What follows belongs to an exercise in optimizing a design on an open flow for small area, a short achievable clock period and few clock cycles per item; a production flow would make more cautious choices.
Function was checked by simulation only, so behaviour that the tests miss may differ from the original.
Power and IR drop assume default switching activity.

==> design.v <==
module fp32_add (
    input  wire [31:0] a,
    input  wire [31:0] b,
    input  wire        sub,      
    output reg  [31:0] y
);
    wire        sa = a[31];
    wire        sb = b[31] ^ sub;
    wire [7:0]  ea = a[30:23];
    wire [7:0]  eb = b[30:23];
    wire        za = (ea == 8'd0);
    wire        zb = (eb == 8'd0);
    wire        eff_sub = sa ^ sb;
    wire [23:0] fa = {1'b1, a[22:0]};
    wire [23:0] fb = {1'b1, b[22:0]};
    wire [8:0]  dab = {1'b0, ea} - {1'b0, eb};
    wire [8:0]  dba = {1'b0, eb} - {1'b0, ea};
    wire        a_ge = ~dab[8];                   
    wire [7:0]  d    = a_ge ? dab[7:0] : dba[7:0];
    wire        d0   = (dab[7:0] == 8'd0);
    wire        d1   = (d == 8'd1);
    wire        s_big = a_ge ? sa : sb;
    wire [7:0]  e_big = a_ge ? ea : eb;
    wire [23:0] m_big = a_ge ? fa : fb;
    wire [23:0] m_sml = a_ge ? fb : fa;
    wire [4:0]  sh    = (d > 8'd26) ? 5'd27 : d[4:0];
    wire [25:0] al    = {m_sml, 2'b00} >> sh;
    reg  [23:0] smask;
    integer i;
    always @* begin
        for (i = 0; i < 24; i = i + 1)
            smask[i] = (i + 2 < sh);
    end
    wire        stk  = |(m_sml & smask);
    wire [27:0] sum  = eff_sub ? ({1'b0, m_big, 3'b000} - {1'b0, al, stk})
                               : ({1'b0, m_big, 3'b000} + {1'b0, al, stk});
    wire        up2 = sum[3] & ((|sum[2:0]) | sum[4]);
    wire        up1 = sum[2] & ((sum[1] | sum[0]) | sum[3]);
    wire        up0 = sum[1] & (sum[0] | sum[2]);
    wire [22:0] fr2 = sum[26:4] + {22'd0, up2};
    wire [22:0] fr1 = sum[25:3] + {22'd0, up1};
    wire [22:0] fr0 = sum[24:2] + {22'd0, up0};
    wire        c2  = up2 & (&sum[26:4]);
    wire        c1  = up1 & (&sum[25:3]);
    wire        c0  = up0 & (&sum[24:2]);
    wire [8:0]  ek0 = {1'b0, e_big} - 9'd1;
    wire [8:0]  ek1 = {1'b0, e_big};
    wire [8:0]  ek2 = {1'b0, e_big} + 9'd1;
    wire [8:0]  ek3 = {1'b0, e_big} + 9'd2;
    wire        fz0 = ek0[8] | (ek0 == 9'd0);        
    wire        fz1 = (e_big == 8'd0);
    wire        fo1 = (e_big == 8'd255);
    wire        fo2 = (ek2 >= 9'd255);
    wire        fo3 = (ek3 >= 9'd255);
    reg  [7:0]  fex;
    reg  [22:0] ffr;
    reg         fuf, fof;
    always @* begin
        if (sum[27]) begin
            ffr = fr2; fex = c2 ? ek3[7:0] : ek2[7:0]; fuf = 1'b0; fof = c2 ? fo3 : fo2;
        end else if (sum[26]) begin
            ffr = fr1; fex = c1 ? ek2[7:0] : ek1[7:0]; fuf = c1 ? 1'b0 : fz1; fof = c1 ? fo2 : fo1;
        end else begin
            ffr = fr0; fex = c0 ? ek1[7:0] : ek0[7:0]; fuf = c0 ? fz1 : fz0; fof = c0 ? fo1 : 1'b0;
        end
    end
    wire [31:0] far_y = fuf ? {s_big, 31'd0} :
                        fof ? {s_big, 8'hFF, 23'd0} :
                        {s_big, fex, ffr};
    wire [24:0] s1 = {fa, 1'b0} - (d0 ? {fb, 1'b0} : {1'b0, fb});
    wire [24:0] s2 = {fb, 1'b0} - (d0 ? {fa, 1'b0} : {1'b0, fa});
    wire        s1neg = d0 & (fb > fa);
    wire        use1  = d0 ? ~s1neg : a_ge;
    wire [24:0] r     = use1 ? s1 : s2;
    wire        ns    = use1 ? sa : sb;
    function automatic [4:0] lzc32(input [31:0] v);
        reg [15:0] h; reg [7:0] q; reg [3:0] o; reg [1:0] t;
        reg [4:0] n;
        begin
            n[4] = (v[31:16] == 16'd0);
            h    = n[4] ? v[15:0] : v[31:16];
            n[3] = (h[15:8] == 8'd0);
            q    = n[3] ? h[7:0] : h[15:8];
            n[2] = (q[7:4] == 4'd0);
            o    = n[2] ? q[3:0] : q[7:4];
            n[1] = (o[3:2] == 2'd0);
            t    = n[1] ? o[1:0] : o[3:2];
            n[0] = ~t[1];
            lzc32 = n;
        end
    endfunction
    wire [4:0]  nlz = lzc32({r[23:0], 8'hFF});
    wire [23:0] nm  = r[23:0] << nlz;
    wire [9:0]  ne  = {2'b00, e_big} - 10'd1 - {5'd0, nlz};
    wire        nz  = (r[23:0] == 24'd0);
    wire [31:0] near_y = nz ? 32'd0 :
                         (ne[9] || ne == 10'd0) ? {ns, 31'd0} :
                         {ns, ne[7:0], nm[22:0]};
    wire        near = eff_sub & (d0 | d1) & ~r[24];
    always @* begin
        if (za & zb)
            y = {sa & sb, 31'd0};
        else if (zb)
            y = a;
        else if (za)
            y = {sb, b[30:0]};
        else if (near)
            y = near_y;
        else
            y = far_y;
    end
endmodule
module fp32_mul (
    input  wire [31:0] a,
    input  wire [31:0] b,
    output reg  [31:0] y
);
    wire        s  = a[31] ^ b[31];
    wire [7:0]  ea = a[30:23];
    wire [7:0]  eb = b[30:23];
    wire        z  = (ea == 8'd0) | (eb == 8'd0);
    wire [23:0] ma = {1'b1, a[22:0]};
    wire [25:0] mb = {2'b00, 1'b1, b[22:0]};
    reg  [25:0] row [0:12];
    reg  [12:0] neg;
    integer i;
    always @* begin
        for (i = 0; i < 13; i = i + 1) begin : rows
            reg b2, b1, b0, one, two;
            reg [24:0] mag;
            b2 = mb[2*i+1];
            b1 = mb[2*i];
            b0 = (i == 0) ? 1'b0 : mb[2*i-1];
            neg[i] = b2 & ~(b1 & b0);
            one = b1 ^ b0;
            two = (b2 & ~b1 & ~b0) | (~b2 & b1 & b0);
            mag = one ? {1'b0, ma} : two ? {ma, 1'b0} : 25'd0;
            row[i] = {~neg[i], neg[i] ? ~mag : mag};
        end
    end
    wire [47:0] p = 48'h555556000000
        + ({22'd0, row[0]})        + ({20'd0, row[1], 2'd0})   + ({18'd0, row[2], 4'd0})
        + ({16'd0, row[3], 6'd0})  + ({14'd0, row[4], 8'd0})   + ({12'd0, row[5], 10'd0})
        + ({10'd0, row[6], 12'd0}) + ({8'd0, row[7], 14'd0})   + ({6'd0, row[8], 16'd0})
        + ({4'd0, row[9], 18'd0})  + ({2'd0, row[10], 20'd0})  + ({row[11], 22'd0})
        + ({row[12][23:0], 24'd0})
        + {23'd0, neg[12], 1'b0, neg[11], 1'b0, neg[10], 1'b0, neg[9], 1'b0, neg[8], 1'b0,
           neg[7], 1'b0, neg[6], 1'b0, neg[5], 1'b0, neg[4], 1'b0, neg[3], 1'b0, neg[2], 1'b0,
           neg[1], 1'b0, neg[0]};
    function automatic [4:0] tz24(input [23:0] v);
        integer j;
        begin
            tz24 = 5'd24;
            for (j = 23; j >= 0; j = j - 1)
                if (v[j]) tz24 = j[4:0];
        end
    endfunction
    wire [5:0]  tzs = {1'b0, tz24(ma)} + {1'b0, tz24(mb[23:0])};
    wire        st_hi = (tzs < 6'd23);    
    wire        st_lo = (tzs < 6'd22);    
    wire        gh  = p[23], gl = p[22];
    wire        uph = gh & (st_hi | p[24]);
    wire        upl = gl & (st_lo | p[23]);
    wire [22:0] frh = p[46:24] + {22'd0, uph};
    wire [22:0] frl = p[45:23] + {22'd0, upl};
    wire        ch  = uph & (&p[46:24]);
    wire        cl  = upl & (&p[45:23]);
    wire [9:0]  e0  = {2'b00, ea} + {2'b00, eb} - 10'd127;
    wire [9:0]  e1  = e0 + 10'd1;
    wire [9:0]  e2  = e0 + 10'd2;
    wire        uf0 = e0[9] | (e0 == 10'd0);
    wire        uf1 = e1[9] | (e1 == 10'd0);
    wire        uf2 = e2[9] | (e2 == 10'd0);
    wire        of0 = ~e0[9] & (e0[8:0] >= 9'd255);
    wire        of1 = ~e1[9] & (e1[8:0] >= 9'd255);
    wire        of2 = ~e2[9] & (e2[8:0] >= 9'd255);
    wire        ufh = ch ? uf2 : uf1;
    wire        ofh = ch ? of2 : of1;
    wire [7:0]  exh = ch ? e2[7:0] : e1[7:0];
    wire        ufl = cl ? uf1 : uf0;
    wire        ofl = cl ? of1 : of0;
    wire [7:0]  exl = cl ? e1[7:0] : e0[7:0];
    wire        uf  = p[47] ? ufh : ufl;
    wire        of  = p[47] ? ofh : ofl;
    wire [7:0]  ex  = p[47] ? exh : exl;
    wire [22:0] fr  = p[47] ? frh : frl;
    always @* begin
        if (z | uf)
            y = {s, 31'd0};
        else if (of)
            y = {s, 8'hFF, 23'd0};
        else
            y = {s, ex, fr};
    end
endmodule
module fp32_div (
    input  wire        clk,
    input  wire        rst,
    input  wire        start,
    input  wire [31:0] a,
    input  wire [31:0] b,
    output reg         done,
    output reg  [31:0] y
);
    reg         busy;
    reg  [4:0]  cnt;
    reg  [25:0] rem;
    reg  [23:0] dvs;
    reg  [25:0] q;
    reg         s;
    reg         za;
    reg  signed [9:0] e;
    wire [23:0] ma = {1'b1, a[22:0]};
    wire [23:0] mb = {1'b1, b[22:0]};
    wire        a_lt_b = (ma < mb);
    wire [25:0] diff = rem - {2'b00, dvs};
    wire        qbit = ~diff[25];
    wire        st  = (rem != 26'd0);
    wire        up  = q[1] & (q[0] | st | q[2]);
    wire [24:0] mr  = {1'b0, q[25:2]} + {24'd0, up};
    wire signed [9:0] ef = mr[24] ? e + 10'sd1 : e;
    always @(posedge clk) begin
        if (rst) begin
            busy <= 1'b0;
            done <= 1'b0;
            cnt  <= 5'd0;
        end else begin
            done <= 1'b0;
            if (start && !busy) begin
                busy <= 1'b1;
                cnt  <= 5'd0;
                s    <= a[31] ^ b[31];
                za   <= (a[30:23] == 8'd0);
                dvs  <= mb;
                rem  <= a_lt_b ? {1'b0, ma, 1'b0} : {2'b00, ma};
                e    <= $signed({2'b00, a[30:23]}) - $signed({2'b00, b[30:23]}) + 10'sd127
                        - (a_lt_b ? 10'sd1 : 10'sd0);
                q    <= 26'd0;
            end else if (busy) begin
                if (cnt == 5'd26) begin
                    busy <= 1'b0;
                    done <= 1'b1;
                    if (za || ef <= 10'sd0)
                        y <= {s, 31'd0};
                    else if (ef >= 10'sd255)
                        y <= {s, 8'hFF, 23'd0};
                    else
                        y <= {s, ef[7:0], mr[24] ? mr[23:1] : mr[22:0]};
                end else begin
                    q   <= {q[24:0], qbit};
                    rem <= (qbit ? diff : rem) << 1;
                    cnt <= cnt + 5'd1;
                end
            end
        end
    end
endmodule
module flt_engine (
    input  wire        clk,
    input  wire        rst,
    input  wire        cmd_valid,
    output reg         cmd_ready,
    input  wire [2:0]  cmd_op,
    input  wire [31:0] cmd_data,
    output reg         res_valid,
    output wire [31:0] res_data
);
    localparam [2:0] OP_ALPHA = 3'd0, OP_BETA = 3'd1, OP_GAMMA = 3'd2,
                     OP_DELTA = 3'd3, OP_CUTOFF = 3'd4, OP_MODE = 3'd5,
                     OP_CLEAR = 3'd6, OP_RUN = 3'd7;
    localparam [31:0] F_ONE      = 32'h3F800000;   
    localparam [31:0] F_W_SCALE  = 32'h39490FDB;   
    localparam [31:0] F_FILT_MIN = 32'h41A00000;   
    localparam [31:0] F_FREQ_MAX = 32'h46666666;   
    localparam integer DK = 3;
    localparam integer DN = 9;
    localparam integer DS = DK * DN;
    reg [1:0]  mode;
    reg [31:0] alpha, beta, gamma, delta;
    reg [31:0] x1, x2, y1, y2;
    reg        v0;
    reg [2:0]  op0;
    reg [31:0] d0;
    reg [31:0] xc;              
    reg [3:0]  lp;
    reg [2:0]  hp;
    reg [5:0]  bp;
    reg [1:0]  ct;
    reg        pend;            
    reg [31:0] mr0, mr1, ar0, ar1;
    reg        dv;
    reg  [3:0]  dcnt;
    reg        dfirst;          
    reg [7:0]  dea;
    assign res_data = y1;
    function automatic [31:0] daz(input [31:0] v);
        daz = (v[30:23] == 8'd0) ? 32'd0 : v;
    endfunction
    function automatic flt_lt(input [31:0] p, input [31:0] r);
        reg [31:0] pp, qq;
        begin
            pp = daz(p);
            qq = daz(r);
            if (pp[31] != qq[31])
                flt_lt = pp[31] & ~qq[31];
            else if (pp[31])
                flt_lt = pp[30:0] > qq[30:0];
            else
                flt_lt = pp[30:0] < qq[30:0];
        end
    endfunction
    wire [31:0] fc_lo  = flt_lt(d0, F_FILT_MIN) ? F_FILT_MIN : d0;
    wire [31:0] fc_clp = flt_lt(F_FREQ_MAX, fc_lo) ? F_FREQ_MAX : fc_lo;
    function automatic [11:0] occ(input [3:0] l, input [2:0] h, input [5:0] b,
                                  input [1:0] c);
        reg [5:0] om, oa;
        begin
            om[0] = l[0] | l[1] | h[1] | b[1] | b[2] | b[3];
            om[1] = l[0] | h[0] | b[0] | b[1] | b[2];
            om[2] = b[0] | b[1];
            om[3] = b[0];
            om[4] = 1'b0;
            om[5] = 1'b0;
            oa[0] = l[2] | h[0] | b[3] | b[4] | c[0];
            oa[1] = l[1] | b[2] | b[3];
            oa[2] = l[0] | b[1] | b[2];
            oa[3] = b[0] | b[1];
            oa[4] = b[0];
            oa[5] = 1'b0;
            occ = {oa, om};
        end
    endfunction
    function automatic can_issue(
        input [2:0] op, input [1:0] md, input [3:0] l, input [2:0] h,
        input [5:0] b, input [1:0] c, input pd, input dlast);
        reg [5:0] om, oa;
        begin
            {oa, om} = occ(l, h, b, c);
            case (op)
                OP_ALPHA:  can_issue = ~pd & ~l[0] & ~|h[1:0];
                OP_BETA:   can_issue = ~|b[1:0];
                OP_GAMMA:  can_issue = ~|b[2:0];
                OP_DELTA:  can_issue = ~|b[3:0];
                OP_CUTOFF: can_issue = ~pd & ~b[0] & ~om[0] & ~oa[1];
                OP_MODE:   can_issue = 1'b1;
                OP_CLEAR:  can_issue = ~|l & ~|h & ~|b;
                default: begin  
                    if (pd & ~dlast)
                        can_issue = 1'b0;
                    else if (md == 2'd0)
                        can_issue = ~l[0] & ~|h[1:0] & ~|b[4:0]
                                  & ~om[1] & ~om[2] & ~oa[0] & ~oa[3];
                    else if (md == 2'd1)
                        can_issue = ~h[0] & ~|l[2:0] & ~|b[4:0]
                                  & ~oa[0] & ~oa[1] & ~om[2];
                    else
                        can_issue = ~b[0] & ~b[1] & ~|l[2:0] & ~|h[1:0]
                                  & ~oa[0] & ~om[2] & ~om[3] & ~om[4] & ~oa[4] & ~oa[5];
                end
            endcase
        end
    endfunction
    wire dlast = dv & (dcnt == DN - 1);
    wire issue = v0 & can_issue(op0, mode, lp, hp, bp, ct, pend, dlast);
    wire acc   = cmd_valid & cmd_ready;
    wire is_run = issue & (op0 == OP_RUN);
    wire is_cut = issue & (op0 == OP_CUTOFF);
    wire        v0_n   = acc | (v0 & ~issue);
    wire [2:0]  op0_n  = acc ? cmd_op : op0;
    wire [1:0]  mode_n = (issue & (op0 == OP_MODE)) ? d0[1:0] : mode;
    wire [3:0]  lp_n   = {lp[2:0], is_run & (mode == 2'd0)};
    wire [2:0]  hp_n   = {hp[1:0], is_run & (mode == 2'd1)};
    wire [5:0]  bp_n   = {bp[4:0], is_run & mode[1]};
    wire [1:0]  ct_n   = {ct[0], is_cut};
    wire        pend_n = is_cut | (pend & ~dlast);
    wire        dv_n   = ct[1] | (dv & ~dlast);
    wire [3:0]  dcnt_n = ct[1] ? 4'd0 : dv ? dcnt + 4'd1 : dcnt;
    wire        dlast_n = dv_n & (dcnt_n == DN - 1);
    reg s_ma_alpha, s_ma_y1, s_ma_beta, s_ma_gamma, s_ma_delta, s_ma_k;
    reg s_mb_xc, s_mb_ar0, s_mb_y1, s_mb_y2;
    wire [31:0] ma = ({32{s_ma_alpha}} & alpha) | ({32{s_ma_y1}} & y1)
                   | ({32{s_ma_beta}} & beta)   | ({32{s_ma_gamma}} & gamma)
                   | ({32{s_ma_delta}} & delta) | ({32{s_ma_k}} & F_W_SCALE);
    wire [31:0] mb = ({32{s_mb_xc}} & xc) | ({32{s_mb_ar0}} & ar0)
                   | ({32{s_mb_y1}} & y1) | ({32{s_mb_y2}} & y2);
    wire [31:0] m_y;
    fp32_mul u_mul (.a(ma), .b(mb), .y(m_y));
    reg s_aa_nalpha, s_aa_mr0, s_aa_xc, s_aa_ar0, s_aa_ar1;
    reg s_ab_one, s_ab_mr1, s_ab_x1, s_ab_y1, s_ab_x2, asub;
    wire [31:0] aa = ({32{s_aa_nalpha}} & {~alpha[31], alpha[30:0]})
                   | ({32{s_aa_mr0}} & mr0) | ({32{s_aa_xc}} & xc)
                   | ({32{s_aa_ar0}} & ar0) | ({32{s_aa_ar1}} & ar1);
    wire [31:0] ab = ({32{s_ab_one}} & F_ONE) | ({32{s_ab_mr1}} & mr1)
                   | ({32{s_ab_x1}} & x1) | ({32{s_ab_y1}} & y1) | ({32{s_ab_x2}} & x2);
    wire [31:0] a_y;
    fp32_add u_add (.a(aa), .b(ab), .sub(asub), .y(a_y));
    wire [23:0] dvs = {1'b1, ar0[22:0]};
    reg  [24:0] rr;
    reg  [DK-1:0] qb;
    reg  [25:0] df;
    integer k;
    always @* begin
        rr = dfirst ? {2'b01, mr0[22:0]} : mr0[24:0];
        for (k = DK - 1; k >= 0; k = k - 1) begin
            df = {1'b0, rr} - {2'b00, dvs};
            qb[k] = ~df[25];
            rr = df[25] ? rr : df[24:0];
            rr = {rr[23:0], 1'b0};
        end
    end
    wire [DS-1:0] qf = {xc[DS-DK-1:0], qb};
    wire          qi = qf[DS-1];
    wire [23:0]   dm = qi ? qf[DS-1:DS-24] : qf[DS-2:DS-25];
    wire          dg = qi ? qf[DS-25] : qf[DS-26];
    wire          dsx = (qi ? |qf[DS-26:0] : |qf[DS-27:0]) | (rr != 25'd0);
    wire          dup = dg & (dsx | dm[0]);
    wire [24:0]   dmr = {1'b0, dm} + {24'd0, dup};
    wire [9:0]    dex = {2'b00, dea} - {2'b00, ar0[30:23]} + 10'd126 + {9'd0, qi} + {9'd0, dmr[24]};
    wire [31:0]   dq  = {1'b0, dex[7:0], dmr[24] ? dmr[23:1] : dmr[22:0]};
    wire done_y = lp[3] | hp[2] | bp[5];
    wire [31:0] yv = hp[2] ? m_y : a_y;
    always @(posedge clk) begin
        if (is_run | is_cut) xc <= (op0 == OP_CUTOFF) ? fc_clp : d0;
        else if (dv) xc[DS-1:0] <= qf;
        if (lp[1] | bp[2] | ct[0]) mr0 <= m_y;
        else if (dv) mr0[24:0] <= rr;
        dfirst <= ct[1];
        if (lp[2] | bp[3] | bp[4]) mr1 <= m_y;
        if (lp[0] | hp[0] | hp[1] | bp[0] | ct[1]) ar0 <= a_y;
        if (bp[4]) ar1 <= a_y;
        if (ct[1]) dea <= mr0[30:23];
        if (acc) d0 <= cmd_data;
        op0 <= op0_n;
        dcnt <= dcnt_n;
        if (rst) begin
            mode      <= 2'd0;
            alpha     <= 32'd0;
            beta      <= 32'd0;
            gamma     <= 32'd0;
            delta     <= 32'd0;
            x1        <= 32'd0;
            x2        <= 32'd0;
            y1        <= 32'd0;
            y2        <= 32'd0;
            v0        <= 1'b0;
            lp        <= 4'd0;
            hp        <= 3'd0;
            bp        <= 6'd0;
            ct        <= 2'd0;
            pend      <= 1'b0;
            dv        <= 1'b0;
            res_valid <= 1'b0;
            cmd_ready <= 1'b0;
            {s_ma_alpha, s_ma_y1, s_ma_beta, s_ma_gamma, s_ma_delta, s_ma_k} <= 6'd0;
            {s_mb_xc, s_mb_ar0, s_mb_y1, s_mb_y2} <= 4'd0;
            {s_aa_nalpha, s_aa_mr0, s_aa_xc, s_aa_ar0, s_aa_ar1} <= 5'd0;
            {s_ab_one, s_ab_mr1, s_ab_x1, s_ab_y1, s_ab_x2, asub} <= 6'd0;
        end else begin
            s_ma_alpha  <= lp_n[1] | hp_n[2];
            s_ma_y1     <= lp_n[2];
            s_ma_beta   <= bp_n[2];
            s_ma_gamma  <= bp_n[3];
            s_ma_delta  <= bp_n[4];
            s_ma_k      <= ct_n[0];
            s_mb_xc     <= lp_n[1] | ct_n[0];
            s_mb_ar0    <= lp_n[2] | hp_n[2] | bp_n[2];
            s_mb_y1     <= bp_n[3];
            s_mb_y2     <= bp_n[4];
            s_aa_nalpha <= lp_n[0];
            s_aa_mr0    <= lp_n[3] | bp_n[4] | ct_n[1];
            s_aa_xc     <= hp_n[0] | bp_n[0];
            s_aa_ar0    <= hp_n[1];
            s_aa_ar1    <= bp_n[5];
            s_ab_one    <= lp_n[0] | ct_n[1];
            s_ab_mr1    <= lp_n[3] | bp_n[4] | bp_n[5];
            s_ab_x1     <= hp_n[0];
            s_ab_y1     <= hp_n[1];
            s_ab_x2     <= bp_n[0];
            asub        <= hp_n[0] | bp_n[0] | bp_n[5];
            v0   <= v0_n;
            mode <= mode_n;
            lp   <= lp_n;
            hp   <= hp_n;
            bp   <= bp_n;
            ct   <= ct_n;
            pend <= pend_n;
            dv   <= dv_n;
            cmd_ready <= ~v0_n | can_issue(op0_n, mode_n, lp_n, hp_n, bp_n, ct_n, pend_n, dlast_n);
            res_valid <= done_y;
            if (issue) begin
                case (op0)
                    OP_ALPHA: alpha <= d0;
                    OP_BETA:  beta  <= d0;
                    OP_GAMMA: gamma <= d0;
                    OP_DELTA: delta <= d0;
                    default: ;
                endcase
            end
            if (dlast) alpha <= dq;
            if (hp[0]) x1 <= xc;
            if (bp[0]) begin
                x2 <= x1;
                x1 <= xc;
            end
            if (done_y) begin
                y1 <= yv;
                if (bp[5]) y2 <= y1;
            end
            if (issue & (op0 == OP_CLEAR)) begin
                x1 <= 32'd0; x2 <= 32'd0; y1 <= 32'd0; y2 <= 32'd0;
            end
        end
    end
endmodule
==> flow/run.sh <==
#!/bin/bash
set -euo pipefail
bash standard.sh SETUP_SLACK_MARGIN=8 TNS_END_PERCENT=100 finish > flow_make.log 2>&1
==> standard.sh <==
#!/bin/bash
# synth_recipe.tcl (not shown) runs the flow's synth.tcl, then flattens the netlist and writes it again
# the make line also repeats each setting of config.mk as NAME=value (left out here)
make -C /OpenROAD-flow-scripts/flow DESIGN_CONFIG=/design/flow/config.mk WORK_HOME=/design/flow/orfs CLKGATE_MAP_FILE= SYNTH_SCRIPT=/design/flow/synth_recipe.tcl "${@:-finish}"
==> config.mk <==
export PLATFORM = sky130hd
export DESIGN_NAME = flt_engine
export DESIGN_NICKNAME = flt_engine
export VERILOG_FILES = /design/flow/design.v
export SDC_FILE = /design/flow/constraint.sdc
export NUM_CORES = 4
export LEC_CHECK = 0
export CAP_MARGIN = 20
export CORE_MARGIN = 2
export CORE_UTILIZATION = 40
export SLEW_MARGIN = 20
==> constraint.sdc <==
create_clock -name core_clock -period 20.0 [get_ports {clk}]
set_input_delay 4.0000 -clock core_clock [delete_from_list [all_inputs] [get_ports {clk}]]
set_output_delay 4.0000 -clock core_clock [all_outputs]
set_load 0.01 [all_outputs]
==> metrics.md, run 1 <==
| Metric | Value |
|---|---|
| Status | `complete, no violations` |
| Top delay family on crit path | `compound AO/OA/AOI/OAI gates` |
| Maximum root-to-sink buffer count | `3` |
| CP Class | `reg2reg` |
| Largest net degree at the start of global routing | `96` |
| Die W | `between 300 and 400 um` |
| Cell Pwr Density | `around 110 mW/mm^2` |
| Worst skew pair latency | `between 0.6 and 0.7 ns` |
| Antenna viol nets, final | `0` |
| Critical Path RT | `roughly 20 ns` |
| Final instance area | `approximately 0.067 sq mm` |
| WHS Endpoint | `beta[18]` |
| Core Area | `~0.15 sq mm` |
| First-pass GRT wire length | `around 380,000 um` |
| Hold Path Class | `reg2reg` |
| Yosys reg bits | `just under 500` |
| Layout cells sized above 1 | `0.102` |
| Max-Cap Viols | `0` |
| Crit path time final | `roughly 12 ns` |
| Fin nets | `around 8.3k` |
| Die ar. | `about 0.15 sq mm` |
| Yosys top cell area share | `0.100` |
| Capturing element type of the critical path | `register` |
| R2r setup slk | `between 8 and 9 ns` |
| Sum Neg Setup Slack | `0 ns` |
| Drt total wl | `261,000 um` |
| Post-route DRC | `0` |
| Dpl hpwl | `just under 200,000 um` |
| Clk sinks | `roughly 500` |
| CP max stage delay | `roughly 0.70 ns` |
| Clock input transition at the sequential cells of the worst setup and hold paths | `0.06 ns` |
| Initial antenna violation count | `3` |
| Leakage dissipation | `around 27 nW` |
| Crit-path most repeated cell | `a21oi_1` |
| Worst slew pin tran | `roughly 1.2 ns` |
| Period utilization | `0.582` |
| Synthesized area | `between 0.05 and 0.06 sq mm` |
| DRT iter0 DRCs | `7,516` |
| Synth Area per Inst | `approximately 8 sq um` |
| Reg-to-reg critical path startpoint | `hp[0]` |
| Post-synthesis cell type count | `around 120` |
| R2R depth | `43` |
| Final slew viol count | `0` |
| Cell Area, Placed | `about 0.063 sq mm` |
| Slew margin rel. | `0.188` |
| Ys async rst share | `0` |
| Initial core utilization | `0.402` |
| TritonCTS clock tree | `built` |
| Synth warn | `4` |
| Synth top cells by count | `nand2_1, nor2_1, a21oi_1` |
| Vias/cell | `6.32` |
| F_max | `85.9 MHz` |
| Height of the die | `391 um` |
| Min-Delay Path Depth | `2` |
| H-Tree Level Count | `2` |
| Setup violators final | `0` |
| Critical Path AT | `roughly 12 ns` |
| Worst IR Drop VDD | `between 0.1 and 0.15 mV` |
| Most instantiated library cell after synthesis | `nand2_1` |
| Setup repair after global routing missed its margin | `yes` |
| Cells after Synth | `about 7.7k` |
| EDFF count, synth | `200` |
| CP max FO | `36` |
| Grt total ovfl | `0` |
| GP Congestion | `1.02` |
| Vias post-DR | `approximately 60k` |
| First-pass detailed-route iteration total | `6` |
| Worst path bufs/invs | `2` |
| CTS root buffer | `clkbuf_16` |
| Sequential fraction of the synthesis area | `0.198` |
| Area Overhead vs Synth | `11.9%` |
| Routed wire per std cell | `between 20 and 30 um` |
| Overall routing resource usage | `0.325` |
| Port bufs | `71` |
| Slowest-stage cell, CP | `o21ai_1` |
| Vias in the first global route | `roughly 57k` |
| Largest area contributor in the netlist | `edfxtp_1` |
| Top FF cell, synth | `dfxtp_1` |
| Row count | `roughly 140` |
| Worst R2R End | `ar1[12]` |
| Clock skew | `about 0.028 ns` |
| Crit path launch type | `register` |
| Worst Min Path Start | `beta[18]` |
| Final Hold Viols | `0` |
| Clock buffer count from CTS | `54` |
| IO Pins | `between 70 and 80` |
| Synth area leaders | `edfxtp_1, dfxtp_1, ha_1` |
-- worst register-to-register path, delay by kind of cell (launching register included) --
kind,cells,cell delay [ns]
xor gates and xnor gates,1,0.46
AOI/OAI and AO/OA,23,5.63
DFF,1,0.38
adders and majority gates,3,0.86
muxes,3,0.88
and+or+nand+nor,11,2.70
buffers and inverters,2,0.37
-- timing repair --
action                                  4_1_cts  5_1_grt
buffers inserted                             48       70
hold buffers                                  0        0
endpoints found under the setup margin      176      149
pin swaps                                    30       81
cloned                                        7        5
gates resized for setup                     170      152
-- cells in the final DEF, fill, tap and decap left out, types with 200 or more instances in the layout --
cell type and count:
ha_1 435, a21oi_1 568, buf_4 284, nand2_1 913
fa_1 263, inv_1 510, edfxtp_1 200, o21ai_0 363
nor2_1 585, xnor2_1 436, a22oi_1 430, dfxtp_1 285
-- where the power goes --
part           leakage [nW]  switching [W]  internal, W
clock network         0.897       0.000458     0.000586
registers              4.25      0.0000329      0.00107
logic                  22.0        0.00336      0.00179
-- routing by layer --
layer | wire (um) | vias to the layer above | track usage
li1 | - | 27300 | -
met1 | 107000 | 29800 | 0.442
met2 | 113000 | 3415 | 0.499
met3 | 25500 | 558 | 0.0558
met4 | 14600 | 0 | 0.155
met5 | 0 | - | 0
-- stage by stage --
step | instances | hold slack (ns) | power (W) | setup WS [ns] | util
after floorplan | 7656 | 0.427 | 0.00446 | 8.03 | -
after global placement | 9416 | 0.434 | 0.00582 | 4.32 | 0.420
after detailed placement | 9416 | 0.446 | 0.00579 | 4.56 | 0.420
after CTS | 9573 | 0.455 | 0.00697 | 7.86 | 0.441
after global routing | 9651 | 0.468 | 0.00769 | 7.79 | 0.449
final | 9651 | 0.454 | 0.00729 | 8.36 | 0.449
-- kinds of logic (layout without fill, tap and decap cells) --
group                      count (synthesis)  in the layout  share of synthesized area
DFF                                      494            494                      0.198
and+or+nand+nor                         2333           2334                      0.178
other                                      0              2                          0
AOI/OAI and AO/OA                       2292           2294                      0.254
adders and majority gates                707            707                      0.180
xor gates and xnor gates                 557            557                     0.0837
buffers and inverters                   1052           1025                     0.0672
muxes                                    221            222                     0.0384
-- area by class of cell --
class / instances / area, sq um
Sequential cell: 494 / 11900
Timing Repair Buffer: 393 / 3520
Tap cell: 2016 / 2520
Clock inverter: 29 / 289
Multi-Input combinational cell: 6114 / 45300
Antenna cell: 2 / 5.00
Inverter: 530 / 2020
Fill cell: 15000 / 82300
Clock buffer: 73 / 1550
-- registers in the layout, indices dropped and copies added, names as in the netlist, 3 cells and up --
name,count
xc,32
x1,32
mr0,32
ar0,32
y2,32
ar1,32
lp,4
bp,5
d0,32
mr1,32
hp,3
dcnt,4
gamma,32
delta,32
alpha,32
dea,8
y1,32
x2,32
beta,32
op0,3
-- worst max path at each step --
stage / slack [ns] / startpoint / end / depth (start not counted)
2_1_floorplan: 8.03 / bp[3] / y1[6] / 47
3_3_place_gp: 4.32 / ar0[1] / alpha[0] / 64
3_5_place_dp: 4.56 / ar0[1] / alpha[0] / 62
4_1_cts: 7.86 / ar0[1] / alpha[0] / 62
5_1_grt: 7.79 / ar0[1] / alpha[0] / 64
6_report: 8.36 / hp[0] / ar1[12] / 43
Testbench counts, summed over its fixed seeds: cycles 53,547, items 20,202.
==> inputs of run 2 (changes only) <==
--- a/design.v
+++ b/design.v
@@ -427,5 +427,5 @@
         dfirst <= ct[1];
-        if (lp[2] | bp[3] | bp[4]) mr1 <= m_y;
+        mr1 <= m_y;      
         if (lp[0] | hp[0] | hp[1] | bp[0] | ct[1]) ar0 <= a_y;
-        if (bp[4]) ar1 <= a_y;
+        ar1 <= a_y;      
         if (ct[1]) dea <= mr0[30:23];
==> flow/run.sh (replaced) <==
#!/bin/bash
set -euo pipefail
bash standard.sh SETUP_SLACK_MARGIN=9 TNS_END_PERCENT=100 finish > flow_make.log 2>&1
==> run 2 against run 1 <==
  * Setup slack gained 0.68 ns
  * Sequential cell count is the same
  * Hold slack lost 0.0045 ns
  * Critical path depth grew 22
  * Non-clock buffer count grew 229
  * Still clean
  * First-iteration DRC count grew 5.7%
  * Fmax grew 6.2%
  * Register-to-register slack gained 0.68 ns
  * Total power grew 11%
  * Sequential power is essentially flat
  * Combinational power grew 17%
==> metrics.md, run 2 <==
| Metric | Value |
|---|---|
| Status | `complete, no violations` |
| Fin nets | `8,624` |
| Vias in the first global route | `between 50k and 60k` |
| CP max stage delay | `~0.61 ns` |
| Pre-CTS WS | `around 4.7 ns` |
| Slowest-stage cell, CP | `edfxtp_1` |
| H-Tree Level Count | `2` |
| Worst Min Path Start | `mr0[26]` |
| Setup violators final | `0` |
| Clk sinks | `a little under 500` |
| Cell Pwr Density | `~110 mW/mm^2` |
| Maximum root-to-sink buffer count | `3` |
| Crit path time final | `10.96 ns` |
| Antenna viol nets, final | `0` |
| Most instantiated library cell after synthesis | `nand2_1` |
| Yosys top cell area share | `0.120` |
| Area Overhead vs Synth | `18.2%` |
| Cell Area, Placed | `0.0631 sq mm` |
| Final slew viol count | `0` |
| Vias post-DR | `63.1k` |
| First-pass GRT wire length | `400,000 um` |
| Reg area | `between 0.01 and 0.015 sq mm` |
| Worst IR Drop VDD | `~0.10 mV` |
| Port bufs | `between 70 and 80` |
| Layout cells sized above 1 | `0.149` |
| Largest net degree at the start of global routing | `125` |
| IO Pins | `between 70 and 80` |
| Sequential fraction of the synthesis area | `0.188` |
| Critical Path RT | `a little over 20 ns` |
| Routed wire per std cell | `27.9 um` |
| Initial antenna violation count | `7` |
| Vias/cell | `~6.3` |
| Fillers | `~15k` |
| Most frequent cells in the layout | `nand2_1, nor2_1, a21oi_1` |
| Reg-to-reg critical path startpoint | `ar0[4]` |
| Multi-input logic area | `0.0474 sq mm` |
| Crit path launch type | `register` |
| Synth top cells by count | `nand2_1, nor2_1, a21oi_1` |
| Layout Cells excl Fill | `~10k` |
| Post-route DRC | `0` |
| Critical Path AT | `about 11 ns` |
| Overall routing resource usage | `0.346` |
| First-pass detailed-route iteration total | `10` |
| F_max | `a little over 90 MHz` |
| Ys async rst share | `0` |
| Setup repair after global routing missed its margin | `yes` |
| Sum Neg Setup Slack | `0 ns` |
| Synth warn | `4` |
| CP startpoint | `ar0[4]` |
| Clock input transition at the sequential cells of the worst setup and hold paths | `about 0.06 ns` |
| Final instance area | `0.0709 sq mm` |
| Largest area contributor in the netlist | `dfxtp_1` |
| Period utilization | `0.548` |
| CTS root buffer | `clkbuf_16` |
| Synth Area per Inst | `~7.8 sq um` |
| Cells after Synth | `between 7k and 8k` |
| Hold buffers post-CTS | `0` |
| Die ar. | `0.153 sq mm` |
| Worst skew pair latency | `0.66 ns` |
| Capturing element type of the critical path | `register` |
| Initial core utilization | `0.401` |
| Drt total wl | `about 280,000 um` |
| Worst slew pin tran | `1.20 ns` |
| CP Class | `reg2reg` |
| CP max FO | `14` |
| EDFF count, synth | `between 100 and 150` |
| Final Hold Viols | `0` |
| Hold Path Class | `reg2reg` |
| Placed cells | `9,482` |
| Top FF cell, synth | `dfxtp_1` |
| Commonest non-fill, non-tap cell in the layout | `nand2_1` |
| Yosys reg bits | `between 400 and 500` |
| Worst setup margin | `approximately 9.0 ns` |
| Synthesized area | `around 0.06 sq mm` |
| Leakage dissipation | `~29 nW` |
| GP Congestion | `0.995` |
| Max-Cap Viols | `0` |
| Core Area | `0.149 sq mm` |
| Slew margin rel. | `0.192` |
| Die W | `approximately 400 um` |
| Clock skew | `~0.063 ns` |
| Height of the die | `between 300 and 400 um` |
| Clock buffer count from CTS | `55` |
| DRT iter0 DRCs | `slightly below 8k` |
| Crit-path most repeated cell | `buf_6` |
| Row count | `between 100 and 150` |
| Grt total ovfl | `0` |
| Dpl hpwl | `between 200,000 and 250,000 um` |
| TritonCTS clock tree | `built` |
| Post-synthesis cell type count | `roughly 120` |
| Synth area leaders | `dfxtp_1, ha_1, fa_1` |
## run 2: changes by cell type after synthesis, sizes merged, moves of 20 or more
cell,change
a21o,-23
clkbuf,-31
nand2,-32
dfxtp,+64
nand4,+20
nor2,+26
mux2i,+29
a211oi,-24
o21ai,-62
and2,+20
a21oi,-36
edfxtp,-64
## run 2: power by group
part	switching, W	internal [W]	total [W]
combinational	0.00388	0.00212	0.00600
sequential	0.0000340	0.00105	0.00109
clock	0.000451	0.000589	0.00104
## run 2: worst max-delay path, delay by kind of cell, from the launching register on
| kind | cells | cell delay (ns) |
|---|---|---|
| buf+inv | 26 | 3.07 |
| compound gates | 32 | 5.46 |
| flops | 1 | 0.61 |
| mux | 1 | 0.39 |
| simple gates | 3 | 0.41 |
| fa+ha+maj | 3 | 0.86 |
## run 2: cell type report
cell class	count	share of cell area
multi-input combinational	6183	0.668
clock inverter	15	0.00267
tap	2016	0.0356
sequential	494	0.159
timing repair buffer	622	0.0822
antenna	1	0.0000353
clock buffer	88	0.0231
inverter	525	0.0290
## run 2: repair_timing
item | 4_1_cts | 5_1_grt
setup buffers | 182 | 151
cloned | 14 | 11
endpoints found under the setup margin | 187 | 161
pin swaps | 122 | 204
gates resized for setup | 350 | 345
## run 2: worst paths after layout
path,slack (ns),to,cells past startpoint
setup / recovery,9.04,mr0[12],65
hold / removal,0.45,dea[3],0
setup reg to reg,9.04,mr0[12],65
hold reg to reg,0.45,dea[3],0
## run 2: kinds of logic (layout without fill, tap and decap cells)
group / after synthesis / in the layout / share of synthesized area
simple gates: 2406 / 2413 / 0.184
compound gates: 2231 / 2232 / 0.253
buf+inv: 1030 / 1250 / 0.0655
fa+ha+maj: 706 / 706 / 0.180
xor+xnor: 570 / 570 / 0.0839
flops: 494 / 494 / 0.188
mux: 262 / 262 / 0.0452
other cells: 0 / 1 / 0
## run 2: metal layers
metal,wire (um),track usage
met5,13,0
met4,19200,0.198
met3,29500,0.0582
met2,120000,0.527
met1,110000,0.461
## run 2: stage by stage
step	hold WS (ns)	power, W	utilization
global route	0.466	0.00854	0.474
detailed placement	0.437	0.00608	0.422
finish	0.449	0.00813	0.474
CTS	0.448	0.00755	0.455
global placement	0.436	0.00610	0.422
floorplan	0.427	0.00453	-
Testbench counts of run 2, summed over its fixed seeds: cycles 53,547, items 20,202.
==> inputs of run 3 (changes only) <==
--- a/design.v
+++ b/design.v
@@ -112,15 +112,52 @@
 endmodule
+module fp32_benc (
+    input  wire [31:0] b,
+    output wire        bs,       
+    output wire [7:0]  be,       
+    output wire [12:0] bneg,     
+    output wire [12:0] bone,     
+    output wire [12:0] btwo,     
+    output wire [4:0]  btz       
+);
+    wire [25:0] mb = {2'b00, 1'b1, b[22:0]};
+    assign bs = b[31];
+    assign be = b[30:23];
+    genvar i;
+    generate
+        for (i = 0; i < 13; i = i + 1) begin : dig
+            wire b2 = mb[2*i+1];
+            wire b1 = mb[2*i];
+            wire b0 = (i == 0) ? 1'b0 : mb[2*i-1];
+            assign bneg[i] = b2 & ~(b1 & b0);
+            assign bone[i] = b1 ^ b0;
+            assign btwo[i] = (b2 & ~b1 & ~b0) | (~b2 & b1 & b0);
+        end
+    endgenerate
+    function automatic [4:0] tz24(input [23:0] v);
+        integer j;
+        begin
+            tz24 = 5'd24;
+            for (j = 23; j >= 0; j = j - 1)
+                if (v[j]) tz24 = j[4:0];
+        end
+    endfunction
+    assign btz = tz24(mb[23:0]);
+endmodule
 module fp32_mul (
     input  wire [31:0] a,
-    input  wire [31:0] b,
+    input  wire        bs,
+    input  wire [7:0]  be,
+    input  wire [12:0] bneg,
+    input  wire [12:0] bone,
+    input  wire [12:0] btwo,
+    input  wire [4:0]  btz,
     output reg  [31:0] y
 );
-    wire        s  = a[31] ^ b[31];
+    wire        s  = a[31] ^ bs;
     wire [7:0]  ea = a[30:23];
-    wire [7:0]  eb = b[30:23];
+    wire [7:0]  eb = be;
     wire        z  = (ea == 8'd0) | (eb == 8'd0);
     wire [23:0] ma = {1'b1, a[22:0]};
-    wire [25:0] mb = {2'b00, 1'b1, b[22:0]};
     reg  [25:0] row [0:12];
-    reg  [12:0] neg;
+    wire [12:0] neg = bneg;
     integer i;
@@ -128,11 +165,4 @@
         for (i = 0; i < 13; i = i + 1) begin : rows
-            reg b2, b1, b0, one, two;
             reg [24:0] mag;
-            b2 = mb[2*i+1];
-            b1 = mb[2*i];
-            b0 = (i == 0) ? 1'b0 : mb[2*i-1];
-            neg[i] = b2 & ~(b1 & b0);
-            one = b1 ^ b0;
-            two = (b2 & ~b1 & ~b0) | (~b2 & b1 & b0);
-            mag = one ? {1'b0, ma} : two ? {ma, 1'b0} : 25'd0;
+            mag = bone[i] ? {1'b0, ma} : btwo[i] ? {ma, 1'b0} : 25'd0;
             row[i] = {~neg[i], neg[i] ? ~mag : mag};
@@ -157,3 +187,3 @@
     endfunction
-    wire [5:0]  tzs = {1'b0, tz24(ma)} + {1'b0, tz24(mb[23:0])};
+    wire [5:0]  tzs = {1'b0, tz24(ma)} + {1'b0, btz};
     wire        st_hi = (tzs < 6'd23);    
@@ -378,11 +408,12 @@
     wire        dlast_n = dv_n & (dcnt_n == DN - 1);
-    reg s_ma_alpha, s_ma_y1, s_ma_beta, s_ma_gamma, s_ma_delta, s_ma_k;
-    reg s_mb_xc, s_mb_ar0, s_mb_y1, s_mb_y2;
-    wire [31:0] ma = ({32{s_ma_alpha}} & alpha) | ({32{s_ma_y1}} & y1)
-                   | ({32{s_ma_beta}} & beta)   | ({32{s_ma_gamma}} & gamma)
-                   | ({32{s_ma_delta}} & delta) | ({32{s_ma_k}} & F_W_SCALE);
-    wire [31:0] mb = ({32{s_mb_xc}} & xc) | ({32{s_mb_ar0}} & ar0)
-                   | ({32{s_mb_y1}} & y1) | ({32{s_mb_y2}} & y2);
+    reg s_ma_xc, s_ma_y1, s_ma_ar0, s_ma_y2;
+    wire [31:0] ma = ({32{s_ma_xc}} & xc)   | ({32{s_ma_y1}} & y1)
+                   | ({32{s_ma_ar0}} & ar0) | ({32{s_ma_y2}} & y2);
+    reg         mbs;
+    reg  [7:0]  mbe;
+    reg  [12:0] mbneg, mbone, mbtwo;
+    reg  [4:0]  mbtz;
     wire [31:0] m_y;
-    fp32_mul u_mul (.a(ma), .b(mb), .y(m_y));
+    fp32_mul u_mul (.a(ma), .bs(mbs), .be(mbe), .bneg(mbneg), .bone(mbone),
+                    .btwo(mbtwo), .btz(mbtz), .y(m_y));
     reg s_aa_nalpha, s_aa_mr0, s_aa_xc, s_aa_ar0, s_aa_ar1;
@@ -396,2 +427,11 @@
     fp32_add u_add (.a(aa), .b(ab), .sub(asub), .y(a_y));
+    wire [31:0] mb_n = ({32{lp_n[1] | hp_n[2]}} & alpha) | ({32{lp_n[2]}} & ar0)
+                     | ({32{bp_n[2]}} & beta) | ({32{bp_n[3]}} & gamma)
+                     | ({32{bp_n[4]}} & delta) | ({32{ct_n[0]}} & F_W_SCALE);
+    wire        mbs_n;
+    wire [7:0]  mbe_n;
+    wire [12:0] mbneg_n, mbone_n, mbtwo_n;
+    wire [4:0]  mbtz_n;
+    fp32_benc u_benc (.b(mb_n), .bs(mbs_n), .be(mbe_n), .bneg(mbneg_n), .bone(mbone_n),
+                      .btwo(mbtwo_n), .btz(mbtz_n));
     wire [23:0] dvs = {1'b1, ar0[22:0]};
@@ -427,2 +467,8 @@
         dfirst <= ct[1];
+        mbs   <= mbs_n;
+        mbe   <= mbe_n;
+        mbneg <= mbneg_n;
+        mbone <= mbone_n;
+        mbtwo <= mbtwo_n;
+        mbtz  <= mbtz_n;
         mr1 <= m_y;      
@@ -453,4 +499,3 @@
             cmd_ready <= 1'b0;
-            {s_ma_alpha, s_ma_y1, s_ma_beta, s_ma_gamma, s_ma_delta, s_ma_k} <= 6'd0;
-            {s_mb_xc, s_mb_ar0, s_mb_y1, s_mb_y2} <= 4'd0;
+            {s_ma_xc, s_ma_y1, s_ma_ar0, s_ma_y2} <= 4'd0;
             {s_aa_nalpha, s_aa_mr0, s_aa_xc, s_aa_ar0, s_aa_ar1} <= 5'd0;
@@ -458,12 +503,6 @@
         end else begin
-            s_ma_alpha  <= lp_n[1] | hp_n[2];
-            s_ma_y1     <= lp_n[2];
-            s_ma_beta   <= bp_n[2];
-            s_ma_gamma  <= bp_n[3];
-            s_ma_delta  <= bp_n[4];
-            s_ma_k      <= ct_n[0];
-            s_mb_xc     <= lp_n[1] | ct_n[0];
-            s_mb_ar0    <= lp_n[2] | hp_n[2] | bp_n[2];
-            s_mb_y1     <= bp_n[3];
-            s_mb_y2     <= bp_n[4];
+            s_ma_xc     <= lp_n[1] | ct_n[0];
+            s_ma_y1     <= lp_n[2] | bp_n[3];
+            s_ma_ar0    <= hp_n[2] | bp_n[2];
+            s_ma_y2     <= bp_n[4];
             s_aa_nalpha <= lp_n[0];
==> run 3 against run 2 <==
  * Utilization is 1.7 points lower
  * Global-route usage fell by 1.0 points
  * Still clean
  * Sequential power is 9% higher
  * Critical endpoint is now y1[16]
  * Setup slack better by 0.24 ns
  * Clock skew decreased by 0.039 ns
  * Routed wire length fell by 0.66%
  * Largest power group unchanged
  * Sequential share of layout area rose by 1.8 points
  * Synthesized cell count up 0.87%
==> metrics.md, run 3 <==
| Metric | Value |
|---|---|
| Status | `complete, no violations` |
| Row count | `around 140` |
| Cells after Synth | `~7.8k` |
| Grt total ovfl | `0` |
| Routed wire per std cell | `28.0 um` |
| Port bufs | `71` |
| Overall routing resource usage | `0.336` |
| Die W | `between 300 and 400 um` |
| Critical Path RT | `just over 20 ns` |
| Clk sinks | `approximately 540` |
| Period utilization | `0.536` |
| First-pass detailed-route iteration total | `9` |
| Max-Cap Viols | `0` |
| Vias/cell | `around 6.4` |
| Worst setup margin | `roughly 9 ns` |
| First-pass GRT wire length | `398,000 um` |
| Critical Path AT | `~11 ns` |
| Crit path launch type | `register` |
| CP max stage delay | `around 0.48 ns` |
| Top FF cell, synth | `dfxtp_1` |
| Clock skew | `around 0.024 ns` |
| Crit path time final | `between 10 and 15 ns` |
| Die ar. | `0.155 sq mm` |
| Most frequent cells in the layout | `nand2_1, nor2_1, a21oi_1` |
| Sum Neg Setup Slack | `0 ns` |
| WHS Endpoint | `gamma[2]` |
| Final Hold Viols | `0` |
| CP max FO | `28` |
| Height of the die | `just under 400 um` |
| Dpl hpwl | `203,000 um` |
| Met2 Routed Length | `between 100,000 and 150,000 um` |
| Synth top cells by count | `nand2_1, nor2_1, a21oi_1` |
| Vias post-DR | `around 63k` |
| Worst skew pair latency | `roughly 0.64 ns` |
| Crit-path most repeated cell | `a21oi_2` |
| Layout cells sized above 1 | `0.114` |
| Maximum root-to-sink buffer count | `3` |
| Worst R2R End | `y1[16]` |
| M1 WL | `between 100,000 and 150,000 um` |
| Top layer used by detailed routing | `met5` |
| CTS root buffer | `clkbuf_16` |
| Commonest non-fill, non-tap cell in the layout | `nand2_1` |
| Post-synthesis cell type count | `~120` |
| EDFF count, synth | `about 140` |
| Synth area leaders | `dfxtp_1, ha_1, fa_1` |
| Yosys reg bits | `about 540` |
| Area Overhead vs Synth | `13.7%` |
| Largest area contributor in the netlist | `dfxtp_1` |
| Setup repair after global routing missed its margin | `no` |
| Pre-CTS WS | `approximately 6 ns` |
| Antenna viol nets, final | `0` |
| Clock input transition at the sequential cells of the worst setup and hold paths | `about 0.070 ns` |
| Reg-to-reg critical path startpoint | `bp[0]` |
| Sequential fraction of the synthesis area | `0.201` |
| Initial antenna violation count | `12` |
| Min-Delay Path Depth | `2` |
| IO Pins | `72` |
| CP Class | `reg2reg` |
| Largest net degree at the start of global routing | `72` |
| GP Congestion | `around 1.0` |
| Fillers | `15.0k` |
| Met3 WL | `around 30,000 um` |
| Synthesized area | `0.0609 sq mm` |
| Leakage dissipation | `28.2 nW` |
| Vias in the first global route | `59.1k` |
| Worst slew pin tran | `1.18 ns` |
| Hold_ws | `between 0.4 and 0.5 ns` |
| Yosys top cell area share | `0.134` |
| Post-route DRC | `0` |
| R2r setup slk | `slightly above 9 ns` |
| Ys async rst share | `0` |
| TritonCTS clock tree | `built` |
| Worst IR Drop VDD | `roughly 0.10 mV` |
| F_max | `between 90 and 100 MHz` |
| Core Area | `roughly 0.15 sq mm` |
| Slowest-stage cell, CP | `dfxtp_4` |
| Synth warn | `5` |
| Clock buffer count from CTS | `59` |
| Worst Min Path Start | `gamma[2]` |
| H-Tree Level Count | `2` |
| Cell Pwr Density | `~110 mW/mm^2` |
| Setup violators final | `0` |
| R2R depth | `47` |
| Synth Area per Inst | `slightly below 8 sq um` |
| Hold Path Class | `reg2reg` |
| Slew margin rel. | `0.190` |
| Drt total wl | `276,000 um` |
| Final slew viol count | `0` |
| Fin nets | `~8.5k` |
| Most instantiated library cell after synthesis | `nand2_1` |
| Initial core utilization | `0.402` |
| DRT iter0 DRCs | `between 8k and 9k` |
| Capturing element type of the critical path | `register` |
-- run 3: cell count changes after synthesis, sizes merged, moves of 22 or more --
cell and change:
nand2 +28, inv -22, and2 -29, a21o +29, a22o -24, clkbuf +32
a31oi -32, a22oi +61, dfxtp +50
-- run 3: critical path, delay by kind of cell (launching register included) --
| family | cells | cell delay (ns) |
|---|---|---|
| AO/OA/AOI/OAI | 21 | 4.49 |
| AND/OR/NAND/NOR | 10 | 2.11 |
| adder cells (fa/ha/maj) | 6 | 1.79 |
| buffers and inverters | 7 | 0.97 |
| flip-flops | 1 | 0.48 |
| XOR/XNOR | 2 | 0.46 |
| multiplexers | 1 | 0.30 |
-- run 3: metrics by stage --
| stage | cells | utilization | cell area (sq um) | total power [W] |
|---|---|---|---|---|
| final | 9843 | 0.457 | 69300 | 0.00789 |
| after global routing | 9837 | 0.457 | 69300 | 0.00826 |
| after CTS | 9714 | 0.444 | 67300 | 0.00745 |
| after detailed placement | 9545 | 0.421 | 63800 | 0.00606 |
| after global placement | 9545 | 0.421 | 63800 | 0.00608 |
| after floorplan | 7766 | - | 61000 | 0.00458 |
-- run 3: worst max-delay path by stage --
stage | start | end | slack, ns | cells past startpoint
after floorplan | lp[0] | y1[25] | 9.00 | 53
after detailed placement | ar0[1] | mr0[17] | 6.00 | 61
after global placement | s_aa_ar1 | y1[22] | 6.17 | 45
final | bp[0] | y1[16] | 9.27 | 47
after global routing | hp[0] | y1[13] | 8.87 | 46
after CTS | s_ma_ar0 | mr0[16] | 8.97 | 33
-- run 3: area by class of cell --
type / instances / area (sq um) / share of cell area
clock inverter: 26 / 196 / 0.00284
antenna: 6 / 15.0 / 0.000217
sequential: 544 / 12300 / 0.177
tap: 2030 / 2540 / 0.0367
multi-input combinational: 6203 / 46500 / 0.671
timing repair buffer: 445 / 4110 / 0.0593
inverter: 505 / 1910 / 0.0276
clock buffer: 84 / 1770 / 0.0255
-- run 3: routing by layer --
layer	vias to the layer above	track usage
li1	27800	-
met3	866	0.0660
met1	30400	0.445
met5	-	0.00369
met2	4022	0.509
met4	16	0.191
-- run 3: what timing repair did --
action,in CTS,in global routing
hold buffers,0,0
pin swaps,52,111
gates cloned,7,9
resized for setup,225,202
setup endpoints to repair,179,159
buffers inserted,52,114
-- run 3: kinds of logic after synthesis --
logic type	count (synthesis)	synth area share
compound gates	2234	0.248
xor+xnor	589	0.0855
fa+ha+maj	696	0.174
buf+inv	1023	0.0648
flops	544	0.201
mux	245	0.0424
simple gates	2435	0.184
-- run 3: power breakdown --
| part | internal (W) | switching [W] |
|---|---|---|
| Sequential | 0.00115 | 0.0000355 |
| Combinational | 0.00191 | 0.00368 |
| Clock | 0.000631 | 0.000489 |
| Total | 0.00369 | 0.00420 |
Testbench counts of run 3, summed over its fixed seeds: cycles 53,547, items 20,202.
==> inputs of run 4 (changes only) <==
--- a/config.mk
+++ b/config.mk
@@ -11 +11,3 @@
 export SLEW_MARGIN = 20
+export SYNTH_HIERARCHICAL = 1
+export SYNTH_MINIMUM_KEEP_SIZE = 0
==> run 4 against run 3 <==
  * Clock power fell by 5%
  * Sequential power about the same
  * Fmax is essentially flat
  * Via count up 4.3%
  * Synthesized area grew 6.0%
  * Utilization down 0.43 points
  * Clock skew grew 0.017 ns
  * Cell area up 4.8%
  * Largest power group unchanged
==> metrics.md, run 4 <==
| Metric | Value |
|---|---|
| Largest net degree at the start of global routing | `88` |
| Critical Path RT | `20.52 ns` |
| Vias/cell | `6.34` |
| First-pass GRT wire length | `approximately 400,000 um` |
| Crit-path most repeated cell | `a21oi_1` |
| Fin util | `0.453` |
| Min-Delay Path Depth | `2` |
| Hold Path Class | `reg2reg` |
| Post-route DRC | `0` |
| Dpl hpwl | `between 200,000 and 250,000 um` |
| Final Hold Viols | `0` |
| Synth top cells by count | `nand2_1, nor2_1, a21oi_1` |
| Synth area leaders | `dfxtp_1, ha_1, fa_1` |
| Reg-to-reg critical path startpoint | `lp[0]` |
| R2R depth | `slightly above 50` |
| Vias post-DR | `~66k` |
| Sequential fraction of the synthesis area | `0.191` |
| Yosys top cell area share | `0.127` |
| Height of the die | `406 um` |
| Status | `complete, no violations` |
| Worst Min Path Start | `x1[18]` |
| Crit path launch type | `register` |
| Largest area contributor in the netlist | `dfxtp_1` |
| Synth Area per Inst | `7.83 sq um` |
| Setup violators final | `0` |
| Period utilization | `0.537` |
| Top Usage Layer GRT | `met2` |
| Fin nets | `about 8.9k` |
| R2r setup slk | `9.27 ns` |
| Drt total wl | `about 280,000 um` |
| F_max | `about 93 MHz` |
| CP Class | `reg2reg` |
| Worst skew pair latency | `~0.67 ns` |
| WHS Endpoint | `x1[18]` |
| First-pass detailed-route iteration total | `9` |
| Clock skew | `0.0409 ns` |
| Hold buffers post-CTS | `0` |
| Final instance area | `around 0.073 sq mm` |
| M1 GR Usage | `0.429` |
| CTS root buffer | `clkbuf_16` |
| DRT iter0 DRCs | `7,638` |
| Sum Neg Setup Slack | `0 ns` |
| CP max stage delay | `roughly 0.57 ns` |
| Overall routing resource usage | `0.326` |
| Routed wire per std cell | `27.0 um` |
| GP Congestion | `about 1.0` |
| Layout cells sized above 1 | `0.110` |
| Post-synthesis cell type count | `140` |
| Clk sinks | `approximately 550` |
| EDFF count, synth | `approximately 140` |
| Top FF cell, synth | `dfxtp_1` |
| Crit path time final | `~11 ns` |
| Setup repair after global routing missed its margin | `yes` |
| Power, Total | `0.00782 W` |
| Most instantiated library cell after synthesis | `nand2_1` |
| Vias in the first global route | `a little over 60k` |
| Capturing element type of the critical path | `register` |
| Final slew viol count | `0` |
| Layout Cells excl Fill | `10.4k` |
| Clock input transition at the sequential cells of the worst setup and hold paths | `roughly 0.070 ns` |
| Cell Area, Placed | `0.0671 sq mm` |
| Synthesized area | `roughly 0.065 sq mm` |
| Clock buffer count from CTS | `56` |
| Row count | `147` |
| Leakage dissipation | `roughly 30 nW` |
| Ys async rst share | `0` |
| Initial core utilization | `0.403` |
| Synth warn | `11` |
| Worst R2R End | `y1[21]` |
| Cells after Synth | `about 8.2k` |
| Max-Cap Viols | `0` |
| Area Overhead vs Synth | `12.5%` |
| Grt met3 use | `0.0506` |
| Antenna viol nets, final | `0` |
| Worst IR Drop VDD | `0.193 mV` |
| Most frequent cells in the layout | `nand2_1, nor2_1, a21oi_1` |
| Cell Pwr Density | `~110 mW/mm^2` |
| H-Tree Level Count | `2` |
| Met2 GRT Util | `0.516` |
| Critical Path AT | `between 10 and 15 ns` |
| Core Area | `0.160 sq mm` |
| Die W | `406 um` |
| Placed cells | `about 10k` |
| IO Pins | `72` |
| CP max FO | `14` |
| Die ar. | `between 0.15 and 0.2 sq mm` |
| Slowest-stage cell, CP | `or4_4` |
| Worst slew pin tran | `about 1.2 ns` |
| TritonCTS clock tree | `built` |
| Commonest non-fill, non-tap cell in the layout | `nand2_1` |
| Port bufs | `just over 70` |
| Grt total ovfl | `0` |
| Maximum root-to-sink buffer count | `3` |
| Initial antenna violation count | `9` |
| Slew margin rel. | `0.224` |
| Yosys reg bits | `roughly 550` |
[run 4: cell count changes in the layout (fill, tap and decap cells not counted), moves of 27 or more]
cell      delta
o211ai_1    +27
o21ai_0    +103
mux2i_1    +115
nor2_1      +45
a22oi_1     -76
xor2_1     +106
xnor2_1     -74
nand2_1     +34
[run 4: timing repair]
item	in CTS	in global routing
setup buffers	41	132
pin swaps	37	106
resized for setup	135	252
gates cloned	6	15
endpoints found under the setup margin	123	164
[run 4: final cells by class]
| type | count | area, sq um |
|---|---|---|
| clock inverter | 27 | 238 |
| tap | 2160 | 2700 |
| antenna | 1 | 2.50 |
| fill | 16100 | 87700 |
| timing repair buffer | 460 | 4260 |
| inverter | 509 | 1930 |
| clock buffer | 79 | 1620 |
| multi-input combinational | 6599 | 49600 |
| sequential | 547 | 12300 |
[run 4: how the worst max path moves through the flow]
| stage | start | to | slack (ns) | cells past startpoint |
|---|---|---|---|---|
| 2_1_floorplan | xc[23] | y1[16] | 9.05 | 58 |
| 5_1_grt | hp[1] | y1[11] | 8.86 | 52 |
| 4_1_cts | bp[4] | mr0[4] | 8.83 | 34 |
| 6_report | lp[0] | y1[21] | 9.27 | 51 |
| 3_3_place_gp | bp[0] | y1[20] | 6.72 | 50 |
| 3_5_place_dp | bp[0] | y1[20] | 6.62 | 50 |
[run 4: per-layer routing]
metal  up-vias  routed length (um)
met5         -                  51
met4         8               17400
met3       802               26000
met2      3599              125000
met1     32000              113000
li1      29400                   -
[run 4: through the flow]
stage / hold slack [ns] / setup WS [ns]
2_1_floorplan: 0.427 / 9.05
5_1_grt: 0.496 / 8.86
3_5_place_dp: 0.467 / 6.62
3_3_place_gp: 0.457 / 6.72
6_report: 0.477 / 9.27
4_1_cts: 0.476 / 8.83
[run 4: critical path: cells and delay by family (launching register included)]
family / cells / cell delay, ns
AO/OA/AOI/OAI: 22 / 4.43
flip-flops: 1 / 0.35
AND/OR/NAND/NOR: 16 / 3.34
buffers and inverters: 8 / 1.09
multiplexers: 2 / 0.50
adder cells (fa/ha/maj): 3 / 0.83
[run 4: Yosys stat by module, one instance, submodules excluded]
module      flip-flops and latches  cell area (sq um)  copies in the design
fp32_benc                        0                744                     1
fp32_mul                         0              19700                     1
fp32_add                         0              16900                     1
flt_engine                     547              27200                     1
[run 4: cells by family (layout without fill, tap and decap cells)]
kind of cell	count (synthesis)	count (layout)	share of synthesized area
AND/OR/NAND/NOR	2576	2577	0.186
other	2	4	0.000116
flip-flops	547	547	0.191
XOR/XNOR	615	615	0.0837
AO/OA/AOI/OAI	2334	2335	0.247
buffers and inverters	1098	1075	0.0677
multiplexers	353	353	0.0560
adder cells (fa/ha/maj)	716	716	0.170
[run 4: report_power, final]
part           internal [W]  total (W)  switching [W]
Combinational       0.00200    0.00556        0.00356
Sequential          0.00116    0.00120      0.0000356
Clock              0.000583    0.00106       0.000480
Total               0.00375    0.00782        0.00407
==> inputs of run 5 (changes only) <==
==> flow/run.sh (replaced) <==
#!/bin/bash
set -euo pipefail
bash standard.sh SETUP_SLACK_MARGIN=9.5 TNS_END_PERCENT=100 finish > flow_make.log 2>&1
--- a/config.mk
+++ b/config.mk
@@ -11,3 +11 @@
 export SLEW_MARGIN = 20
-export SYNTH_HIERARCHICAL = 1
-export SYNTH_MINIMUM_KEEP_SIZE = 0
==> run 5 against run 4 <==
  * Clock-buffer cell count fell by 9
  * Register-to-register slack improved by 0.22 ns
  * First-iteration DRC count rose by 12%
  * Still clean on timing, DRC and antenna
  * Non-clock buffer count rose by 128
  * Highest routed layer unchanged
  * Hold slack got worse by 0.023 ns
  * Routed wire length fell by 1.5%
  * Sequential power barely moved
==> metrics.md, run 5 <==
| Metric | Value |
|---|---|
| Capturing element type of the critical path | `register` |
| Crit-path most repeated cell | `a21o_1` |
| H-Tree Level Count | `2` |
| Final slew viol count | `0` |
| Antenna viol nets, final | `0` |
| Period utilization | `0.525` |
| Worst skew pair latency | `0.65 ns` |
| F_max | `95.1 MHz` |
| CP max FO | `6` |
| First-pass detailed-route iteration total | `10` |
| IO Pins | `72` |
| Crit path launch type | `register` |
| Clock buffer count from CTS | `between 50 and 60` |
| Clock input transition at the sequential cells of the worst setup and hold paths | `around 0.070 ns` |
| Initial antenna violation count | `9` |
| Clock skew | `roughly 0.04 ns` |
| Slowest-stage cell, CP | `edfxtp_1` |
| Dpl hpwl | `200,000 um` |
| R2R depth | `58` |
| EDFF count, synth | `between 100 and 150` |
| Row count | `around 140` |
| Clk sinks | `roughly 540` |
| Min-Delay Path Depth | `2` |
| WHS Endpoint | `gamma[14]` |
| Largest net degree at the start of global routing | `71` |
| DRT iter0 DRCs | `8,558` |
| Vias in the first global route | `around 60k` |
| Largest area contributor in the netlist | `dfxtp_1` |
| Critical Path RT | `20.39 ns` |
| Post-synthesis cell type count | `119` |
| Routed wire per std cell | `roughly 28 um` |
| Port bufs | `71` |
| Maximum root-to-sink buffer count | `3` |
| Worst Min Path Start | `gamma[14]` |
| Hold Path Class | `reg2reg` |
| Worst R2R End | `mr0[23]` |
| R2r setup slk | `between 9 and 10 ns` |
| Ys async rst share | `0` |
| Fin nets | `about 8.6k` |
| GP Congestion | `1.04` |
| Synth Area per Inst | `roughly 7.8 sq um` |
| Worst IR Drop VDD | `0.100 mV` |
| CP Class | `reg2reg` |
| Final instance area | `0.0715 sq mm` |
| Synth top cells by count | `nand2_1, nor2_1, a21oi_1` |
| Vias/cell | `~6.4` |
| Most frequent cells in the layout | `nand2_1, nor2_1, a22oi_1, a21oi_1, inv_1` |
| Hold buffers post-CTS | `0` |
| Height of the die | `394 um` |
| Area Overhead vs Synth | `17.4%` |
| Die W | `394 um` |
| Crit path time final | `about 11 ns` |
| Layout cells sized above 1 | `0.146` |
| Max-Cap Viols | `0` |
| Leakage dissipation | `between 20 and 30 nW` |
| First-pass GRT wire length | `roughly 400,000 um` |
| Worst slew pin tran | `between 1 and 1.5 ns` |
| Cells after Synth | `~7.8k` |
| Synth area leaders | `dfxtp_1, ha_1, fa_1` |
| CP max stage delay | `around 0.55 ns` |
| Slew margin rel. | `0.202` |
| Status | `complete, no violations` |
| Commonest non-fill, non-tap cell in the layout | `nand2_1` |
| Yosys top cell area share | `0.134` |
| CTS root buffer | `clkbuf_16` |
| Worst setup margin | `roughly 9.5 ns` |
| Vias post-DR | `64.2k` |
| Post-route DRC | `0` |
| Setup repair after global routing missed its margin | `yes` |
| TritonCTS clock tree | `built` |
| Core Area | `approximately 0.15 sq mm` |
| Sequential fraction of the synthesis area | `0.201` |
| Die ar. | `0.155 sq mm` |
| Initial core utilization | `0.402` |
| Top FF cell, synth | `dfxtp_1` |
| Grt total ovfl | `0` |
| Synthesized area | `just over 0.06 sq mm` |
| Most instantiated library cell after synthesis | `nand2_1` |
| Sum Neg Setup Slack | `0 ns` |
| Synth warn | `5` |
| Overall routing resource usage | `0.335` |
| Pre-CTS WS | `around 6.6 ns` |
| Reg-to-reg critical path startpoint | `ar0[4]` |
| Setup violators final | `0` |
| Cell Area, Placed | `between 0.06 and 0.07 sq mm` |
| Cell Pwr Density | `about 110 mW/mm^2` |
| Yosys reg bits | `between 500 and 600` |
| Critical Path AT | `10.90 ns` |
| Final Hold Viols | `0` |
| Drt total wl | `276,000 um` |
[run 5: changes by cell type after synthesis, sizes merged, moves of 44 or more]
| cell | change |
|---|---|
| a22oi | +75 |
| buf | -54 |
| mux2i | -114 |
| nor2 | -44 |
| o21ai | -106 |
| xnor2 | +80 |
| xor2 | -106 |
[run 5: worst max path at each step]
stage / end / from
5_1_grt: mr0[23] / mr0[1]
6_report: mr0[23] / ar0[4]
4_1_cts: mr0[17] / ar0[1]
3_5_place_dp: ar0[24] / lp[0]
2_1_floorplan: y1[25] / lp[0]
3_3_place_gp: y1[15] / lp[0]
[run 5: power by group]
group | total, W | internal [W] | switching [W]
Sequential | 0.00119 | 0.00115 | 0.0000328
Combinational | 0.00592 | 0.00212 | 0.00381
Clock | 0.00112 | 0.000630 | 0.000486
[run 5: final cells by class]
class | instances | area, sq um
fillers | 14800 | 80000
multi-input cells | 6204 | 47500
flip-flops and latches | 544 | 12300
repair buffers | 588 | 5400
well taps | 2030 | 2540
inverters | 505 | 1910
clock buffers | 70 | 1580
clock inverters | 37 | 364
diodes | 4 | 10.0
[run 5: per-stage QoR]
stage,power (W),util,hold WS [ns],instances
after global placement,0.00608,0.421,0.441,9534
after CTS,0.00764,0.452,0.456,9821
after floorplan,0.00459,-,0.427,7766
final,0.00823,0.472,0.454,9982
after global routing,0.00862,0.472,0.469,9978
after detailed placement,0.00606,0.421,0.440,9535
[run 5: kinds of logic after synthesis]
logic type | synth area share
simple gates | 0.184
fa+ha+maj | 0.174
xor+xnor | 0.0855
buf+inv | 0.0648
mux | 0.0424
compound gates | 0.248
flops | 0.201
[run 5: worst max-delay path, delay by kind of cell (launching register included)]
kind                       cells  cell delay, ns
AOI/OAI and AO/OA             43            7.04
muxes                          2            0.35
adders and majority gates      3            0.79
xor gates and xnor gates       1            0.15
buffers and inverters          1            0.23
DFF                            1            0.55
and+or+nand+nor                8            1.14
[run 5: per-layer routing]
metal | global-route usage | wire, um
met5 | 0 | 23
met4 | 0.181 | 18100
met3 | 0.0700 | 31200
met2 | 0.505 | 118000
met1 | 0.446 | 109000
[run 5: what timing repair did]
item / CTS / global route
buffers inserted: 170 / 143
setup endpoints to repair: 187 / 147
cloned: 9 / 14
resized for setup: 320 / 334
pin swaps: 127 / 202

Setup slack of run 5, layout unchanged: 9.490 ns with ideal ports, 9.490 ns with driving cells assumed (clock clkbuf_16, inputs buf_2), 9.490 ns with port delays also shifted by the 0.700 ns mid clock arrival.
